Context: an optimization exercise on an open-source flow, tuned for small area and a short achievable clock period. The choices shown serve that exercise and are no tape-out recipe.
In this exercise RTL edits were held to simulation tests only and were not proved equivalent to the original.
Power is estimated from default activity; no workload was simulated.

===== flow/design.v =====
module ca_core (
    input  wire        clk,
    input  wire        rst,          
    input  wire        run,          
    input  wire        host_we,
    input  wire [6:0]  host_addr,    
    input  wire [7:0]  host_wdata,
    input  wire [6:0]  dbg_addr,     
    output wire [7:0]  dbg_rdata,
    output wire [9:0]  imem_addr,
    input  wire [15:0] imem_data,
    output wire [15:0] pc,
    output wire [7:0]  sreg,
    output wire        halted,
    output wire        diag_valid,
    output wire [9:0]  diag_pc,
    output wire [15:0] diag_word
);
    localparam OP_ADD  = 4'd0,  OP_SUB  = 4'd1,  OP_MUL = 4'd2,  OP_MOVI = 4'd3,
               OP_BEQZ = 4'd4,  OP_ANDI = 4'd5,  OP_EOR = 4'd6,  OP_BR   = 4'd7,
               OP_SAL  = 4'd8,  OP_SAR  = 4'd9,  OP_LDR = 4'd10, OP_STR  = 4'd11;
    reg [7:0]  regs [0:63];
    reg [7:0]  dmem [0:63];      
    reg [10:0] pc_q;             
    reg [4:0]  flags_q;          
    reg        eop_q;            
    reg        flush_q;          
    reg [10:0] flush_tgt_q;
    reg        d_active_q;
    reg [15:0] d_word_q;
    reg [9:0]  d_opc_q;
    reg        e_active_q;
    reg [15:0] e_word_q;
    reg [9:0]  e_opc_q;
    assign halted = eop_q & ~d_active_q & ~e_active_q;
    wire step = run & ~halted;
    wire        e_valid   = e_active_q & ~flush_q;
    wire        d_valid   = d_active_q & ~flush_q;
    wire [10:0] fetch_pc  = flush_q ? flush_tgt_q : pc_q;
    wire fetch_end = (fetch_pc >= 11'd1024) || (imem_data == 16'h0000);
    wire fetch_ok  = ~eop_q & ~fetch_end;
    assign imem_addr = fetch_pc[9:0];
    wire [3:0]  op  = e_word_q[15:12];
    wire [5:0]  r1  = e_word_q[11:6];
    wire [5:0]  r2  = e_word_q[5:0];
    wire [7:0]  a   = regs[r1];
    wire [7:0]  b   = regs[r2];
    wire [7:0]  imm = {{2{r2[5]}}, r2};
    wire [8:0]  sum  = {1'b0, a} + {1'b0, b};
    wire [8:0]  diff = {1'b0, a} - {1'b0, b};
    wire [15:0] prod = a * b;
    wire [7:0]  shl  = (r2 >= 6'd8) ? 8'h00 : (a << r2[2:0]);
    wire signed [7:0] a_s   = a;
    wire signed [7:0] sar_s = a_s >>> r2[2:0];
    wire [7:0]  shr  = (r2 >= 6'd8) ? {8{a[7]}} : sar_s;
    reg  [7:0] result;
    reg        wr_reg;
    reg        wr_flags;
    reg        c_flag;
    reg        v_flag;
    always @(*) begin
        result   = 8'h00;
        wr_reg   = 1'b0;
        wr_flags = 1'b0;
        c_flag   = 1'b0;
        v_flag   = 1'b0;
        case (op)
            OP_ADD: begin
                result = sum[7:0]; wr_reg = 1'b1; wr_flags = 1'b1;
                c_flag = sum[8];
                v_flag = (a[7] == b[7]) && (result[7] != a[7]);
            end
            OP_SUB: begin
                result = diff[7:0]; wr_reg = 1'b1; wr_flags = 1'b1;
                c_flag = (a < b);
                v_flag = (a[7] != b[7]) && (result[7] == b[7]);
            end
            OP_MUL:  begin result = prod[7:0]; wr_reg = 1'b1; wr_flags = 1'b1; end
            OP_MOVI: begin result = imm;       wr_reg = 1'b1; end
            OP_ANDI: begin result = a & imm;   wr_reg = 1'b1; wr_flags = 1'b1; end
            OP_EOR:  begin result = a ^ b;     wr_reg = 1'b1; wr_flags = 1'b1; end
            OP_SAL:  begin result = shl;       wr_reg = 1'b1; wr_flags = 1'b1; end
            OP_SAR:  begin result = shr;       wr_reg = 1'b1; wr_flags = 1'b1; end
            OP_LDR:  begin result = dmem[r2];  wr_reg = 1'b1; end
            default: ;
        endcase
    end
    wire z_flag = (result == 8'h00);
    wire n_flag = result[7];
    wire s_flag = n_flag ^ v_flag;
    wire [4:0] new_flags = {c_flag, v_flag, n_flag, s_flag, z_flag};
    wire        beqz_taken = (op == OP_BEQZ) && (a == 8'h00);
    wire        br_taken   = (op == OP_BR);
    wire [10:0] beqz_tgt   = {1'b0, e_opc_q} + 11'd1 + {5'b0, r2};
    wire [10:0] br_tgt     = {1'b0, a[3:2], a[1:0] | b[7:6], b[5:0]};
    wire        do_store   = (op == OP_STR);
    wire ex_fire = step & e_valid;
    assign diag_valid = ex_fire & (op[3:2] == 2'b11);
    assign diag_pc    = e_opc_q;
    assign diag_word  = e_word_q;
    assign dbg_rdata = dbg_addr[6] ? dmem[dbg_addr[5:0]] : regs[dbg_addr[5:0]];
    assign pc        = {5'b0, pc_q};
    assign sreg      = {3'b000, flags_q};
    integer i;
    always @(posedge clk) begin
        if (rst) begin
            for (i = 0; i < 64; i = i + 1) begin
                regs[i] <= 8'h00;
                dmem[i] <= 8'h00;
            end
            pc_q       <= 11'd0;
            flags_q    <= 5'd0;
            eop_q      <= 1'b0;
            flush_q    <= 1'b0;
            d_active_q <= 1'b0;
            e_active_q <= 1'b0;
        end else if (step) begin
            if (e_valid) begin
                if (wr_reg)   regs[r1] <= result;
                if (wr_flags) flags_q  <= new_flags;
                if (do_store) dmem[r2] <= a;
            end
            flush_q <= e_valid & (beqz_taken | br_taken);
            flush_tgt_q <= br_taken ? br_tgt : beqz_tgt;
            e_active_q <= d_valid;
            e_word_q   <= d_word_q;
            e_opc_q    <= d_opc_q;
            d_active_q <= fetch_ok;
            d_word_q   <= imem_data;
            d_opc_q    <= fetch_pc[9:0];
            if (fetch_ok)
                pc_q <= fetch_pc + 11'd1;
            else
                pc_q <= fetch_pc;
            if (~eop_q & fetch_end)
                eop_q <= 1'b1;
        end else if (host_we) begin
            if (host_addr[6]) dmem[host_addr[5:0]] <= host_wdata;
            else              regs[host_addr[5:0]] <= host_wdata;
        end
    end
endmodule

===== flow/run.sh =====
#!/bin/bash
# synth_recipe.tcl (not shown) runs the flow's synth.tcl, then flattens the netlist and writes it again
# the make line also repeats each setting of config.mk as NAME=value (left out here)
make -C /OpenROAD-flow-scripts/flow DESIGN_CONFIG=/design/flow/config.mk WORK_HOME=/design/flow/orfs CLKGATE_MAP_FILE= SYNTH_SCRIPT=/design/flow/synth_recipe.tcl finish

===== flow/config.mk =====
export PLATFORM = sky130hd
export DESIGN_NAME = ca_core
export DESIGN_NICKNAME = ca_core
export VERILOG_FILES = /design/flow/design.v
export SDC_FILE = /design/flow/constraint.sdc
export NUM_CORES = 4
export LEC_CHECK = 0
export CAP_MARGIN = 20
export CORE_MARGIN = 2
export CORE_UTILIZATION = 40
export SLEW_MARGIN = 20

===== flow/constraint.sdc =====
create_clock -name core_clock -period 10.0 [get_ports {clk}]
set_input_delay 2.0000 -clock core_clock [delete_from_list [all_inputs] [get_ports {clk}]]
set_output_delay 2.0000 -clock core_clock [all_outputs]
set_load 0.01 [all_outputs]

==> qor.yml <==
status:
  status: "no timing/DRC/antenna violations"
route:
  dr.pass1.iters: 8
  drt.antenna.violating_nets: 0
  wl_per_cell_um: 34.7
  wl_um: 240000
  drtIter0Drc: 7093
  vias_per_cell: 6.56
  drc: 0
  num_vias: 45324
finish:
  final_area_mm2: 0.0717
  ff_latch_area_mm2: 0.0333
  layout-drive-gt1-share: 0.234
  fin_util: 0.447
  fill_cells: 14270
  fin_nets: 4744
  multi_input_area_mm2: 0.0294
  syn_to_final_growth_pct: 10.9
place:
  routabilityCongestion: 0.995
  post-dp-hpwl_um: 167000
  io_buffers: 103
  postPlaceCellArea_mm2: 0.0678
setup_path:
  criticalPathCategory: "reg2reg"
  crit_chain: "buf_4, nor2b_1, a22oi_1, a21oi_1, nor4_1, o221a_2, ha_1, inv_1, fa_1, inv_1, ha_1, inv_1, fa_1, fa_1, inv_1, ha_1, xor2_1, o221ai_1, a2111oi_0, o2111ai_1, a211oi_1, a21o_2, buf_4, nor2_1"
  endpoint_kind: "flop"
  crit_family: "compound AO/OA/AOI/OAI gates"
  startpoint_type: "flop"
  cp_slowest_cell: "dfxtp_4"
  reg2reg_to: "regs[20][6]"
  regToRegSetupSlack_ps: 1120
  rr_worst_depth: 24
  cp.required_ps: 10490
  crit_fanout: 42
  crit_top_cell: "inv_1"
  critical_path_arrival_ps: 9370
  path_buf_inv: 6
  cpPeakStageDelay_ps: 880
pwr:
  ir_worst_vdd_uv: 145
  p_sw_mw: 3.62
  power.internal_mw: 8.69
  p_leak_nw: 24.3
  comb_power_share: 0.192
  power_frac_clock: 0.365
  seq_power_share: 0.443
  power.density_mw_per_mm2: 172
  power_mw: 12.3
  p_sw_frac: 0.294
synth:
  ys_ff_latch: 1119
  synth_edf_count: 1087
  yosys.area.top_type: "edfxtp_1"
  synth_cell_type_count: 95
  ys_seq_area_frac: 0.515
  ys_top_cells_by_area: "edfxtp_1, mux4_2, nor2_1, mux2i_1, nand2b_1"
  synth_top_area_share: 0.505
  ys.warnings.count: 1
  synth_flop_cell: "edfxtp_1"
  syn_inst: 4678
  syn_area_mm2: 0.0647
  syn_avg_cell_area_um2: 13.8
  async_flop_share: 0
timing:
  clock.fmax_mhz: 113
  relSlewSlack: 0.212
  fin_crit_ps: 8880
  period_share: 0.888
  setup_viol: 0
  clock-skew-final_ps: 43.8
  hold_viol: 0
  timing.hold.ws_ps: 415
  maxSlewViolCount: 0
  final.setup.tns_ps: 0
  worst_pin_slew_ps: 1180
  rsz0062_at_grt: "no"
global_routing:
  grt_pass1_vias: 43548
  top_usage_layer: "met2"
  grt_max_degree: 88
  grt_pass1_wl_um: 336000
  grt-ovfl-total: 0
  grt_usage: 0.289
  grt_use_met1: 0.385
  antenna_found_initial: 13
  grtUsageMet2: 0.444
  gr-usage-met3: 0.0788
floorplan:
  rows: 147
  initial_core_util: 0.403
  die_h_um: 406
  die_area_mm2: 0.165
  die_x_um: 406
  pin_count: 112
  core_area_mm2: 0.161
clock_tree:
  cts.sinks: 1119
  post_cts_buffers: 0
  post_cts_resized: 0
  cts_buffers: 120
  cts_tree: "done"
  cts_hold_buf: 0
  clockBufferDepth: 3
  clkTransAtPathRegs_ps: 60
  insertion_delay_ps: 780
  root_buffer: "clkbuf_16"
  htree_num_levels: 3
hold_path:
  worstHoldEndpoint: "e_opc_q[3]"
  hold_start: "d_opc_q[3]"
  hp-class: "reg2reg"
  min_path_cells: 0
job:
  drv_cap: 0
[synthesized netlist by cell type, types with 20 or more instances]
| library cell | n |
|---|---|
| nor2_1 | 1113 |
| edfxtp_1 | 1087 |
| mux4_2 | 705 |
| nand2_1 | 233 |
| clkbuf_1 | 189 |
| mux2i_1 | 158 |
| nand2b_1 | 149 |
| nor3_1 | 86 |
| a22oi_1 | 77 |
| buf_2 | 72 |
| a21oi_1 | 69 |
| buf_1 | 63 |
| inv_1 | 62 |
| mux2_2 | 46 |
| nand3_1 | 45 |
| o21ai_0 | 42 |
| ha_1 | 39 |
| buf_4 | 38 |
| dfxtp_1 | 32 |
| nor2b_1 | 29 |
| buf_6 | 22 |
| a31oi_1 | 20 |
| xnor2_1 | 20 |
[power groups by stage]
stage | logic [mW] | clock network, mW | registers, mW
CTS | 2.32 | 4.50 | 5.45
global route | 2.45 | 4.67 | 5.47
global placement | 2.31 | 0 | 5.54
detailed placement | 2.31 | 0 | 5.55
floorplan | 1.52 | 0 | 5.45
finish | 2.37 | 4.49 | 5.46
[worst max-delay path by stage]
stage / start / end / slack, ps / depth (start not counted)
floorplan: dbg_addr[0] / dbg_rdata[0] / 3110 / 7
global placement: flop / regs[48][7] / 1340 / 24
detailed placement: flop / regs[18][7] / 1180 / 24
CTS: flop / regs[0][7] / 1190 / 24
global route: flop / regs[7][6] / 760 / 24
finish: flop / regs[20][6] / 1120 / 24
[routing by layer]
layer | up-vias | wire length, µm | part of all wire
met5 | - | 58 | 0.00024
met4 | 8 | 13000 | 0.054
met3 | 564 | 29600 | 0.12
met2 | 3172 | 110000 | 0.46
met1 | 23498 | 87400 | 0.36
li1 | 18082 | - | -
[sequential cells by signal, summed over array words and instances, names as in the netlist, 10 cells and up, named ones only]
| name | flops |
|---|---|
| d_opc_q | 10 |
| d_word_q | 16 |
| dmem | 512 |
| e_opc_q | 10 |
| e_word_q | 16 |
| flush_tgt_q | 11 |
| pc_q | 11 |
| regs | 512 |
[stage by stage]
stage	std cells	worst slack (ps)
2_1_floorplan	4685	3110
3_3_place_gp	6685	1340
3_5_place_dp	6685	1180
4_1_cts	6907	1190
5_1_grt	6908	761
6_report	6911	1120
[cell families after synthesis]
| kind of cell | synth area share |
|---|---|
| xor gates and xnor gates | 0.00497 |
| AOI/OAI and AO/OA | 0.0386 |
| muxes | 0.281 |
| DFF | 0.515 |
| buffers and inverters | 0.0334 |
| adders and majority gates | 0.0122 |
| and+or+nand+nor | 0.115 |
| other | 0.0000580 |
[placed cells by master (no fill, tap or decap), types with 11 or more instances in the layout]
| cell | count |
|---|---|
| mux4_2 | 705 |
| clkinv_1 | 24 |
| a21oi_1 | 69 |
| ha_1 | 39 |
| mux2_2 | 46 |
| clkbuf_16 | 123 |
| clkinv_2 | 25 |
| fa_1 | 15 |
| edfxtp_1 | 1087 |
| buf_12 | 13 |
| nor2_1 | 1109 |
| clkdlybuf4s50_1 | 98 |
| nand2_1 | 233 |
| clkbuf_1 | 31 |
| inv_1 | 61 |
| a211oi_1 | 11 |
| mux2i_1 | 156 |
| a21o_1 | 11 |
| nor2b_1 | 29 |
| a22oi_1 | 77 |
| o22ai_1 | 11 |
| nand3_1 | 45 |
| nor3_1 | 86 |
| dfxtp_1 | 23 |
| nand2b_1 | 149 |
| o21ai_0 | 42 |
| buf_4 | 115 |
| and2_1 | 17 |
| a31oi_1 | 19 |
| xnor2_1 | 20 |
[layout make-up]
class / instances / share of cell area
multi-input cells: 3108 / 0.410
clock inverters: 65 / 0.00872
flip-flops and latches: 1119 / 0.464
inverters: 70 / 0.00368
repair buffers: 229 / 0.0299
clock buffers: 157 / 0.0451
well taps: 2160 / 0.0377
diodes: 3 / 0.000105

afterwards: timing with drivers on the ports:
Ports are ideal in the flow. The routed layout listed here was re-timed in OpenROAD.
Step 1 sets driving cells, clkbuf_16 on the clock port and buf_2 on the other inputs (assumed; they add their load-dependent delay and slew).
Step 2 also shifts input and output timing later by t, the mid clock arrival at the registers, as if the neighbouring blocks saw the same clock.
Slacks: no drivers / after step 1 / after step 2; pairs: no drivers / after step 1.
t, ns: 0.833
setup slack, ns: 1.122 / 1.122 / 1.122
worst hold slack (ns): 0.415 / 0.415 / 0.415
worst setup path after step 2: register to register
After both steps setup and hold are still met in this run. The setup slack of this run moves by 0.000 ns with the drivers and by 0.000 ns with both steps.
